What follows belongs to an exercise in optimizing a design on an open flow for small area, a short achievable clock period and few clock cycles per item; a production flow would make more cautious choices.
Power figures rest on the tool's default switching activity, not on a simulated workload.

lane 4:
==> flow/design.v <==
module anim_stream_decoder #(
    parameter NPIX = 4096
) (
    input  wire       clk,
    input  wire       rst,
    input  wire       in_valid,
    output wire       in_ready,
    input  wire [7:0] in_data,
    input  wire       in_last,
    output wire       o_valid,
    input  wire       o_ready,
    output wire [1:0] o_kind,     
    output wire [7:0] o_data,
    output wire       o_keep      
);
    localparam PW = (NPIX > 255) ? $clog2(NPIX + 1) : 9;
    localparam K_HDR = 2'd0;
    localparam K_PAL = 2'd1;
    localparam K_PIX = 2'd2;
    localparam K_END = 2'd3;
    localparam E_OK        = 3'd0;
    localparam E_CONFIG    = 3'd1;
    localparam E_TRUNCATED = 3'd2;
    localparam E_FRAMING   = 3'd3;
    localparam E_TRAILING  = 3'd4;
    localparam S_HDR0 = 4'd0;    
    localparam S_HDR1 = 4'd1;    
    localparam S_HDR2 = 4'd2;    
    localparam S_PAL  = 4'd3;    
    localparam S_LIT  = 4'd4;    
    localparam S_DIFF = 4'd5;    
    localparam S_SAME = 4'd6;    
    localparam S_RHDR = 4'd7;    
    localparam S_FEND = 4'd8;    
    localparam S_CHKS = 4'd9;    
    localparam S_END  = 4'd11;   
    localparam S_CHKD = 4'd13;   
    localparam [PW-1:0] NPIXW = NPIX;
    localparam          NBIG  = (NPIX >= 256);
    localparam          NLAST = (NPIX == 1);
    reg [3:0]    state;
    reg [7:0]    q0, q1, q2;
    reg          v0, v1, v2;
    reg [2:0]    off;
    reg [3:0]    offb;
    reg          last_seen;     
    reg          rdy;
    reg [7:0]    frames;        
    reg          ivz;           
    reg [2:0]    bpp;           
    reg [2:0]    err;           
    reg [PW-1:0] left;          
    reg          big;           
    reg [7:0]    run_left;      
    reg          run_last;      
    reg          ov;
    reg [1:0]    okind;
    reg [7:0]    odata;
    reg          okeep;
    assign o_valid  = ov;
    assign o_kind   = okind;
    assign o_data   = odata;
    assign o_keep   = okeep;
    assign in_ready = rdy;
    wire slot_free = !ov || o_ready;
    wire take      = in_valid && rdy;
    wire [15:0] win   = {q1, q0} >> off;
    wire [7:0]  f8    = win[7:0];
    wire [7:0]  pmask = 8'hff >> (4'd8 - {1'b0, bpp});
    wire        f8z   = (f8 == 8'd0);
    wire off0 = (off == 3'd0);
    wire av8  = v1 || (v0 && off0);
    wire avb  = v1 || (v0 && (!offb[3] || offb[2:0] == 3'd0));
    wire [6:0] rlen    = f8[7:1];
    wire [7:0] rn      = {rlen == 7'd0, rlen};
    wire       rn_last = (rlen == 7'd1);
    wire [PW-1:0] left_dec  = left - 1'b1;
    wire          lst_last  = (left == {{(PW-1){1'b0}}, 1'b1});
    wire [7:0]    run_dec   = run_left - 8'd1;
    wire          overrun   = run_left > left[7:0];
    wire          cfg_bad   = frames == 8'd0 || ivz || f8z || f8[7:3] != 5'd0;
    wire          fifo_done = !v1 && !(v0 && off0);   
    wire st_hdr  = (state[3:2] == 2'b00) && (state[1:0] != 2'b11);
    wire st_byte = (state[3:2] == 2'b00);             
    wire st_pixb = (state[3:1] == 3'b010);            
    wire st_same = (state == S_SAME);
    wire st_rhdr = (state == S_RHDR);
    wire st_fend = (state == S_FEND);
    wire st_chk  = (state == S_CHKS) || (state == S_CHKD);
    wire st_end  = (state == S_END);
    wire can  = st_byte && av8 || st_pixb && avb || st_same || st_end && last_seen;
    wire emit = can && slot_free;
    wire hdr_same = st_same && run_last && big && av8;
    wire hdr_rhdr = st_rhdr && av8;
    wire pop = st_byte && av8 && slot_free ||
               st_pixb && avb && offb[3] && slot_free ||
               hdr_same && slot_free || hdr_rhdr ||
               st_fend && !off0;
    wire trunc = last_seen && (st_byte && !av8 || st_pixb && !avb || st_rhdr && !av8);
    wire ls_nxt = (st_end && slot_free && last_seen) ? 1'b0 :
                  take ? in_last : last_seen;
    wire v2_nxt = !st_end && (take && !pop ? v1 : !take && pop ? 1'b0 : v2);
    reg [3:0] nstate;
    always @(*) begin
        nstate = state;
        if (trunc) begin
            nstate = S_END;
        end else begin
            case (state)
                S_HDR0: if (emit) nstate = S_HDR1;
                S_HDR1: if (emit) nstate = S_HDR2;
                S_HDR2: if (emit) nstate = cfg_bad ? S_END : S_PAL;
                S_PAL:  if (emit && lst_last) nstate = S_LIT;
                S_LIT:  if (emit && lst_last) nstate = S_FEND;
                S_DIFF: if (emit && lst_last) nstate = S_FEND;
                        else if (emit && run_last) nstate = S_RHDR;
                S_SAME: if (emit && run_last)
                            nstate = (big && av8) ? (f8[0] ? S_DIFF : S_SAME) :
                                     lst_last ? S_FEND : S_RHDR;
                S_RHDR: if (av8) nstate = big ? (f8[0] ? S_DIFF : S_SAME) :
                                                (f8[0] ? S_CHKD : S_CHKS);
                S_CHKS, S_CHKD: nstate = overrun ? S_END : (state[2] ? S_DIFF : S_SAME);
                S_FEND: nstate = (frames == 8'd1) ? S_END : S_RHDR;
                S_END:  if (emit) nstate = S_HDR0;
                default: nstate = S_HDR0;
            endcase
        end
    end
    reg [2:0] err_nxt;
    always @(*) begin
        case (state)
            S_HDR2:         err_nxt = av8 ? E_CONFIG : E_TRUNCATED;
            S_CHKS, S_CHKD: err_nxt = E_FRAMING;
            S_FEND:         err_nxt = (last_seen && fifo_done) ? E_OK : E_TRAILING;
            default:        err_nxt = E_TRUNCATED;
        endcase
    end
    always @(posedge clk) begin
        if (rst) begin
            state     <= S_HDR0;
            v0        <= 1'b0;
            v1        <= 1'b0;
            v2        <= 1'b0;
            off       <= 3'd0;
            last_seen <= 1'b0;
            rdy       <= 1'b1;
            ov        <= 1'b0;
        end else begin
            state <= nstate;
            q0 <= (!v0 || (!v1 && pop)) ? in_data : pop ? q1 : q0;
            q1 <= (!v1 || (!v2 && pop)) ? in_data : pop ? q2 : q1;
            q2 <= (!v2 || pop) ? in_data : q2;
            if (st_end) begin
                v0 <= 1'b0;
                v1 <= 1'b0;
            end else if (take && !pop) begin
                v0 <= 1'b1;
                v1 <= v0;
            end else if (!take && pop) begin
                v0 <= v1;
                v1 <= v2;
            end
            v2        <= v2_nxt;
            last_seen <= ls_nxt;
            rdy       <= !ls_nxt && !v2_nxt;
            if (st_pixb && emit) begin
                off  <= offb[2:0];
                offb <= {1'b0, offb[2:0]} + {1'b0, bpp};
            end else if (st_fend || st_end) begin
                off  <= 3'd0;
                offb <= {1'b0, bpp};
            end else if (state == S_HDR2) begin
                offb <= {1'b0, f8[2:0]};
            end
            if (slot_free) begin
                ov    <= can;
                okind <= st_end ? K_END : st_same || st_pixb ? K_PIX :
                         state == S_PAL ? K_PAL : K_HDR;
                odata <= st_end ? {5'd0, err} : st_same ? 8'd0 :
                         st_pixb ? f8 & pmask : f8;
                okeep <= st_same;
            end
            if (state == S_HDR0)
                frames <= f8;
            else if (st_fend)
                frames <= frames - 8'd1;
            if (state == S_HDR1)
                ivz <= f8z;
            if (state == S_HDR2)
                bpp <= f8[2:0];
            if (!st_end)
                err <= err_nxt;
            if (state == S_HDR2) begin
                left     <= {{(PW-2){1'b0}}, 2'd3} << f8[2:0];
            end else if (emit && lst_last && state == S_PAL || st_fend) begin
                left     <= NPIXW;
                big      <= NBIG;
            end else if (emit && !st_end && !st_hdr) begin
                left     <= left_dec;
                big      <= (left_dec[PW-1:8] != 0);
            end
            if (hdr_same && slot_free || hdr_rhdr) begin
                run_left <= rn;
                run_last <= rn_last;
            end else if (emit) begin
                run_left <= run_dec;
                run_last <= (run_left == 8'd2);
            end
        end
    end
endmodule
clock: 5.5 ns
lec_check: 0
abc_area: 1
cap_margin: 20
core_margin: 2
core_utilization: 60
setup_slack_margin: 3.3
slew_margin: 20
standard.sh (not shown) runs the stock make flow with config.mk's settings and CLKGATE_MAP_FILE= SYNTH_SCRIPT=/design/flow/synth_recipe.tcl, a recipe that flattens the netlist after the stock synthesis.
==> flow/flow/run.sh <==
#!/bin/bash
# The standard layout (the standard.sh: ORFS synthesis through finish),
# with one change: the buffers ORFS puts on the input and output ports are
# sky130_fd_sc_hd__buf_2 cells instead of the default delay-cell buffers.
# make's full output goes to flow_make.log in the work folder; each ORFS step
# also writes its own log under orfs/logs/.
set -euo pipefail
cd "$(dirname "${BASH_SOURCE[0]}")/.."
bash standard.sh "BUFFER_PORTS_ARGS=-buffer_cell sky130_fd_sc_hd__buf_2" finish > flow_make.log 2>&1
## Diff of input files: lane 3 against lane 4
--- a/flow/design.v
+++ b/flow/design.v
@@ -47,38 +47,38 @@
     reg          rdy;
     reg [7:0]    frames;        
     reg          ivz;           
     reg [2:0]    bpp;           
     reg [2:0]    err;           
     reg [PW-1:0] left;          
+    reg          lst_last;      
     reg          big;           
     reg [7:0]    run_left;      
     reg          run_last;      
     reg          ov;
     reg [1:0]    okind;
     reg [7:0]    odata;
     reg          okeep;
     assign o_valid  = ov;
     assign o_kind   = okind;
-    assign o_data   = odata;
+    wire [7:0] pmask = 8'hff >> (4'd8 - {1'b0, bpp});
+    assign o_data   = odata & (okeep ? 8'h00 : (okind == K_PIX) ? pmask : 8'hff);
     assign o_keep   = okeep;
     assign in_ready = rdy;
     wire slot_free = !ov || o_ready;
     wire take      = in_valid && rdy;
     wire [15:0] win   = {q1, q0} >> off;
     wire [7:0]  f8    = win[7:0];
-    wire [7:0]  pmask = 8'hff >> (4'd8 - {1'b0, bpp});
     wire        f8z   = (f8 == 8'd0);
     wire off0 = (off == 3'd0);
     wire av8  = v1 || (v0 && off0);
     wire avb  = v1 || (v0 && (!offb[3] || offb[2:0] == 3'd0));
     wire [6:0] rlen    = f8[7:1];
     wire [7:0] rn      = {rlen == 7'd0, rlen};
     wire       rn_last = (rlen == 7'd1);
     wire [PW-1:0] left_dec  = left - 1'b1;
-    wire          lst_last  = (left == {{(PW-1){1'b0}}, 1'b1});
     wire [7:0]    run_dec   = run_left - 8'd1;
     wire          overrun   = run_left > left[7:0];
     wire          cfg_bad   = frames == 8'd0 || ivz || f8z || f8[7:3] != 5'd0;
     wire          fifo_done = !v1 && !(v0 && off0);   
     wire st_hdr  = (state[3:2] == 2'b00) && (state[1:0] != 2'b11);
     wire st_byte = (state[3:2] == 2'b00);             
@@ -173,14 +173,13 @@
                 offb <= {1'b0, f8[2:0]};
             end
             if (slot_free) begin
                 ov    <= can;
                 okind <= st_end ? K_END : st_same || st_pixb ? K_PIX :
                          state == S_PAL ? K_PAL : K_HDR;
-                odata <= st_end ? {5'd0, err} : st_same ? 8'd0 :
-                         st_pixb ? f8 & pmask : f8;
+                odata <= st_end ? {5'd0, err} : f8;
                 okeep <= st_same;
             end
             if (state == S_HDR0)
                 frames <= f8;
             else if (st_fend)
                 frames <= frames - 8'd1;
@@ -189,17 +188,20 @@
             if (state == S_HDR2)
                 bpp <= f8[2:0];
             if (!st_end)
                 err <= err_nxt;
             if (state == S_HDR2) begin
                 left     <= {{(PW-2){1'b0}}, 2'd3} << f8[2:0];
+                lst_last <= 1'b0;
             end else if (emit && lst_last && state == S_PAL || st_fend) begin
                 left     <= NPIXW;
+                lst_last <= NLAST;
                 big      <= NBIG;
             end else if (emit && !st_end && !st_hdr) begin
                 left     <= left_dec;
+                lst_last <= (left == {{(PW-2){1'b0}}, 2'd2});
                 big      <= (left_dec[PW-1:8] != 0);
             end
             if (hdr_same && slot_free || hdr_rhdr) begin
                 run_left <= rn;
                 run_last <= rn_last;
             end else if (emit) begin
## What came out
- Lane 4 → lane 3: maximum frequency fell by 0.12 GHz, portion of total power attributed to combinational logic rose by 4.0 points.
- [compare] base=lane 4 new=lane 3: final-layout worst hold slack now sits higher, compound-gate portion of the synthesized area went down by 0.60 points, first-pass GRT wire length has increased.
- Lane 4 -> lane 3: number of hold-repair buffers added at the cts stage delta 0, exact match
- Number of distinct library cell variants in the gate-level netlist after synthesis ended up 3 higher on lane 3 than on lane 4.
- As far as final-layout setup total negative slack goes, lane 4 and lane 3 are indistinguishable; the numbers are identical.
- Diff lane 4 -> lane 3 | power of the clock network | increase of 22%
- Summary of lane 3 over lane 4: number of cells on the critical path lower, maximum vdd ir drop higher, clock latency on the worst-skew pair roughly the same, transition time at the pin with the least slew margin lower.
No functional check of the RTL was part of any run of this note.

re-timing with driven ports:
The results above use ideal ports. As a check the final layouts listed here were re-extracted and re-timed, cells and wires unchanged. Step 1 assumes that a clkbuf_16 drives the clock port and a buf_2 every other input. Step 2, shift: input delay + t, output delay - t, t = (earliest + latest rising clock arrival at the registers) / 2. This alone moves slack from input paths to output paths. Three values: ideal ports, drivers, drivers and shift; two values: the first two.
run	t, ns	slack for setup (ns)	hold slack, ns	worst slew at a driven data input, ns
lane 4	0.406	3.324 / 3.321 / 2.915	0.520 / 0.520 / 0.520	0.04
lane 3	0.401	2.545 / 2.514 / 2.709	0.546 / 0.546 / 0.546	0.04
After both steps every run listed still meets setup and hold. The setup slack of lane 4, which loses most, moves by -0.003 ns with the drivers and by -0.409 ns with both steps.
